This is an optimization exercise on Yosys and OpenROAD, whose aim is small area, a short achievable clock period and few clock cycles per item, not a production implementation. Only simulation tests tie the RTL to the original design; equivalence was not proved. Power and IR drop assume default switching activity.

==> run a: inputs <==
==> flow/design.v <==
module sha1_core (
    input  wire         clk,
    input  wire         rst,       
    input  wire         start,     
    output wire         ready,
    input  wire [511:0] chunk,     
    input  wire [159:0] h_in,      
    output reg          done,      
    output wire [159:0] h_out      
);
    localparam [31:0] K0 = 32'h5A827999;
    localparam [31:0] K1 = 32'h6ED9EBA1;
    localparam [31:0] K2 = 32'h8F1BBCDC;
    localparam [31:0] K3 = 32'hCA62C1D6;
    reg         busy;
    reg [6:0]   cnt;                
    reg [31:0]  w [0:15];           
    reg [31:0]  a, b, c, d;         
    reg [31:0]  p;                  
    reg [31:0]  r [0:4];            
    reg         prep;               
    reg         is_ch, is_maj;      
    reg [31:0]  k;                  
    reg         fin_rot, fin_b, fin_w;
    wire load = start && !busy && !rst;
    assign ready = !busy;
    wire [31:0] fb = a;
    wire [31:0] fc = {b[1:0], b[31:2]};
    wire [31:0] fd = c;
    wire [31:0] f_ch  = (fb & fc) | (~fb & fd);
    wire [31:0] f_par = fb ^ fc ^ fd;
    wire [31:0] f_maj = (fb & fc) | (fb & fd) | (fc & fd);
    wire [31:0] f = is_ch ? f_ch : is_maj ? f_maj : f_par;
    wire [31:0] s1 = d ^ w[0] ^ k;
    wire [31:0] c1 = (d & w[0]) | (d & k) | (w[0] & k);
    wire [31:0] c1s = {c1[30:0], 1'b0};
    wire [31:0] s2 = s1 ^ c1s ^ f;
    wire [31:0] c2 = (s1 & c1s) | (s1 & f) | (c1s & f);
    wire [31:0] p_next = s2 + {c2[30:0], 1'b0};
    wire [31:0] t_new  = {a[26:0], a[31:27]} + p;
    wire [31:0] w_mix  = w[13] ^ w[8] ^ w[2] ^ w[0];
    wire [31:0] w_next = {w_mix[30:0], w_mix[31]};
    wire [31:0] fin_op = ({32{fin_rot}} & {a[1:0], a[31:2]}) |
                         ({32{fin_b}}   & a) |
                         ({32{fin_w}}   & w[13]);
    wire [31:0] fin_sum = r[0] + fin_op;
    assign h_out = {a, r[4], r[3], r[2], r[1]};
    wire [6:0] cnt_n = busy ? cnt + 7'd1 : 7'd0;
    integer i;
    always @(posedge clk) begin
        if (rst) begin
            busy <= 1'b0;
            done <= 1'b0;
        end else begin
            done <= 1'b0;
            if (load) begin
                busy <= 1'b1;
            end else if (busy && cnt == 7'd80) begin
                busy <= 1'b0;
                done <= 1'b1;
            end
        end
        cnt     <= cnt_n;
        prep    <= (cnt_n == 7'd0);
        is_ch   <= (cnt_n < 7'd20);
        is_maj  <= (cnt_n >= 7'd40) && (cnt_n < 7'd60);
        k       <= (cnt_n < 7'd20) ? K0 : (cnt_n < 7'd40) ? K1 :
                   (cnt_n < 7'd60) ? K2 : K3;
        fin_rot <= (cnt_n >= 7'd77) && (cnt_n <= 7'd79);
        fin_b   <= (cnt_n == 7'd80);
        fin_w   <= (cnt_n == 7'd66);
        p <= p_next;
        if (!busy) begin
            a <= h_in[127:96];                         
            b <= {h_in[93:64], h_in[95:94]};           
            c <= h_in[63:32];                          
            d <= h_in[31:0];                           
            for (i = 0; i < 16; i = i + 1)
                w[i] <= chunk[511 - 32*i -: 32];
            r[0] <= h_in[127:96];                      
            r[1] <= h_in[159:128];                     
            r[2] <= h_in[31:0];                        
            r[3] <= h_in[63:32];                       
            r[4] <= h_in[95:64];                       
        end else begin
            a <= prep ? r[1] : t_new;
            b <= a;
            c <= {b[1:0], b[31:2]};
            d <= c;
            for (i = 0; i < 15; i = i + 1)
                w[i] <= w[i+1];
            w[15] <= w_next;
            if (fin_w)
                w[12] <= fin_sum;                      
            for (i = 0; i < 4; i = i + 1)
                r[i] <= r[i+1];
            r[4] <= fin_sum;
        end
    end
endmodule
==> flow/flow/run.sh <==
#!/bin/bash
# Standard ORFS layout, with the port buffers made from the smallest buffer cell.
export BUFFER_PORTS_ARGS="-buffer_cell sky130_fd_sc_hd__buf_1"
bash standard.sh > standard.log 2>&1
==> flow/standard.sh <==
#!/bin/bash
# synth_recipe.tcl (not shown) runs the flow's synth.tcl, then flattens the netlist and writes it again
# the make line also repeats each setting of config.mk as NAME=value (left out here)
make -C /OpenROAD-flow-scripts/flow DESIGN_CONFIG=/design/flow/config.mk WORK_HOME=/design/flow/orfs CLKGATE_MAP_FILE= SYNTH_SCRIPT=/design/flow/synth_recipe.tcl "${@:-finish}"
==> flow/config.mk <==
export PLATFORM = sky130hd
export DESIGN_NAME = sha1_core
export DESIGN_NICKNAME = sha1_core
export VERILOG_FILES = /design/flow/design.v
export SDC_FILE = /design/flow/constraint.sdc
export NUM_CORES = 4
export LEC_CHECK = 0
export CAP_MARGIN = 20
export CORE_MARGIN = 2
export CORE_UTILIZATION = 60
export SLEW_MARGIN = 20
==> flow/constraint.sdc <==
create_clock -name core_clock -period 10.0 [get_ports {clk}]
set_input_delay 2.0000 -clock core_clock [delete_from_list [all_inputs] [get_ports {clk}]]
set_output_delay 2.0000 -clock core_clock [all_outputs]
set_load 0.01 [all_outputs]
==> run b: changes against run a <==
==> flow/design.v, changed modules only <==
module sha1_core (
    input  wire         clk,
    input  wire         rst,       
    input  wire         start,     
    output wire         ready,
    input  wire [511:0] chunk,     
    input  wire [159:0] h_in,      
    output reg          done,      
    output wire [159:0] h_out      
);
    localparam [31:0] K0 = 32'h5A827999;
    localparam [31:0] K1 = 32'h6ED9EBA1;
    localparam [31:0] K2 = 32'h8F1BBCDC;
    localparam [31:0] K3 = 32'hCA62C1D6;
    reg         busy;
    reg         rdy;                
    reg         sh, ld;             
    reg [6:0]   cnt;                
    reg [31:0]  w [0:15];           
    reg [31:0]  a, b, c;            
    reg [31:0]  p;                  
    reg [31:0]  q;                  
    reg [31:0]  r [0:4];            
    reg         prep;               
    reg         is_ch, is_maj;      
    reg [31:0]  k;                  
    reg         fin_rot, fin_b, fin_w;
    wire load = start && !busy && !rst;
    assign ready = rdy;
    wire [31:0] fb = a;
    wire [31:0] fc = {b[1:0], b[31:2]};
    wire [31:0] fd = c;
    wire [31:0] f1 = is_ch ? fc : is_maj ? (fc | fd) : ~(fc ^ fd);
    wire [31:0] f0 = is_ch ? fd : is_maj ? (fc & fd) :  (fc ^ fd);
    wire [31:0] f  = (fb & f1) | (~fb & f0);
    wire [31:0] q_next = c + k + w[0];
    wire [31:0] p_next = f + q;
    wire [31:0] t_new  = {a[26:0], a[31:27]} + p;
    wire [31:0] w_mix  = w[13] ^ w[8] ^ w[2] ^ w[0];
    wire [31:0] w_next = {w_mix[30:0], w_mix[31]};
    wire [31:0] fin_op = ({32{fin_rot}} & {a[1:0], a[31:2]}) |
                         ({32{fin_b}}   & a) |
                         ({32{fin_w}}   & w[12]);
    wire [31:0] fin_sum = r[0] + fin_op;
    assign h_out = {a, r[4], r[3], r[2], r[1]};
    reg [31:0] w_sh [0:15];
    reg [31:0] r_sh [0:4];
    reg [31:0] h_ring [0:4];
    integer j;
    always @(*) begin
        for (j = 0; j < 15; j = j + 1)
            w_sh[j] = w[j+1];
        w_sh[15] = w_next;
        if (fin_w)
            w_sh[11] = fin_sum;                          
        for (j = 0; j < 4; j = j + 1)
            r_sh[j] = r[j+1];
        r_sh[4] = fin_sum;
        h_ring[0] = h_in[95:64];                         
        h_ring[1] = h_in[127:96];                        
        h_ring[2] = h_in[159:128];                       
        h_ring[3] = h_in[31:0];                          
        h_ring[4] = h_in[63:32];                         
    end
    wire [6:0] cnt_n = busy ? cnt + 7'd1 : 7'd0;
    integer i;
    always @(posedge clk) begin
        if (rst) begin
            busy <= 1'b0;
            rdy  <= 1'b1;
            done <= 1'b0;
        end else begin
            done <= 1'b0;
            if (load) begin
                busy <= 1'b1;
                rdy  <= 1'b0;
            end else if (busy && cnt == 7'd81) begin
                busy <= 1'b0;
                rdy  <= 1'b1;
                done <= 1'b1;
            end
        end
        sh <= !rst && (load || (busy && !fin_b));
        ld <= rst || (!load && (!busy || fin_b));
        cnt     <= cnt_n;
        prep    <= (cnt_n <= 7'd1);
        is_ch   <= (cnt_n <= 7'd20);
        is_maj  <= (cnt_n >= 7'd41) && (cnt_n <= 7'd60);
        k       <= (cnt_n < 7'd20) ? K0 : (cnt_n < 7'd40) ? K1 :
                   (cnt_n < 7'd60) ? K2 : K3;
        fin_rot <= (cnt_n >= 7'd78) && (cnt_n <= 7'd80);
        fin_b   <= (cnt_n == 7'd81);
        fin_w   <= (cnt_n == 7'd67);
        q <= q_next;
        p <= p_next;
        a <= ({32{ld}} & {h_in[93:64], h_in[95:94]}) |      
             ({32{sh}} & (prep ? r[1] : t_new));         
        b <= ({32{ld}} & {h_in[61:32], h_in[63:62]}) |      
             ({32{sh}} & a);
        c <= ({32{ld}} & h_in[31:0]) |                      
             ({32{sh}} & {b[1:0], b[31:2]});
        for (i = 0; i < 16; i = i + 1)
            w[i] <= ({32{ld}} & chunk[511 - 32*i -: 32]) | ({32{sh}} & w_sh[i]);
        for (i = 0; i < 5; i = i + 1)
            r[i] <= ({32{ld}} & h_ring[i]) | ({32{sh}} & r_sh[i]);
    end
endmodule
==> flow/flow/run.sh (replaced) <==
#!/bin/bash
# Standard ORFS layout with two changes: the port buffers use the smallest
# buffer cell, and timing repair aims for a tighter setup slack than the
# clock period alone asks for.
export BUFFER_PORTS_ARGS="-buffer_cell sky130_fd_sc_hd__buf_1"
export SETUP_SLACK_MARGIN=6.7
bash standard.sh > standard.log 2>&1
--- a/flow/config.mk
+++ b/flow/config.mk
@@ -9,3 +9,5 @@
 export CORE_MARGIN = 2
-export CORE_UTILIZATION = 60
+export CORE_UTILIZATION = 40
+export CTS_CLUSTER_DIAMETER = 100
+export CTS_CLUSTER_SIZE = 25
 export SLEW_MARGIN = 20
==> comparison table <==
item                                                                          run a                    run b
Worst setup skew after layout                                              38.55 ps                 27.07 ps
Reg2Reg Depth                                                                    14                       13
Switching portion of total power                                             33.28%                   35.09%
FILL cells                                                                     4726                     8565
Met2 Usage GRT                                                               61.25%                   46.92%
Well-tap cell count                                                             782                     1176
Crit path max fanout                                                              7                       12
Standard-cell row count                                                          90                      110
Power share of the sequential group                                           40.4%                    44.6%
Wl on met1                                                                 52.47 mm                 62.59 mm
Fraction of synthesized cell area in xor and xnor cells                      4.260%                   6.016%
Critical path data arrival time                                             5130 ps                  3900 ps
Result of the run                                           complete, no violations  complete, no violations
Count of warnings emitted by yosys                                                3                        6
Violation count after the first detailed-routing iteration                     3207                     2707
Testbench counts of run a, summed over its fixed seeds: cycles 62,984, items 768.
Testbench counts of run b, summed over its fixed seeds: cycles 63,752, items 768.

==> what the ideal ports hide <==
In the flow no input, the clock included, has a driving cell. The finished layouts below were timed again as built, in two steps. Step 1, drivers: a clkbuf_16 drives clk and a buf_2 each remaining input, both assumed. Step 2, shift: input delay + t, output delay - t, t = (earliest + latest rising clock arrival at the registers) / 2. This alone moves slack from input paths to output paths. Slacks: no drivers / after step 1 / after step 2; pairs: no drivers / after step 1.
run	shift t [ns]	setup slack, ns	worst setup path after step 2	cell pins on the clock port's net
run a	0.706	5.431 / 5.431 / 5.431	register to register	1
run b	0.703	6.616 / 6.616 / 6.616	register to register	1
After both steps setup and hold are still met in every run listed.
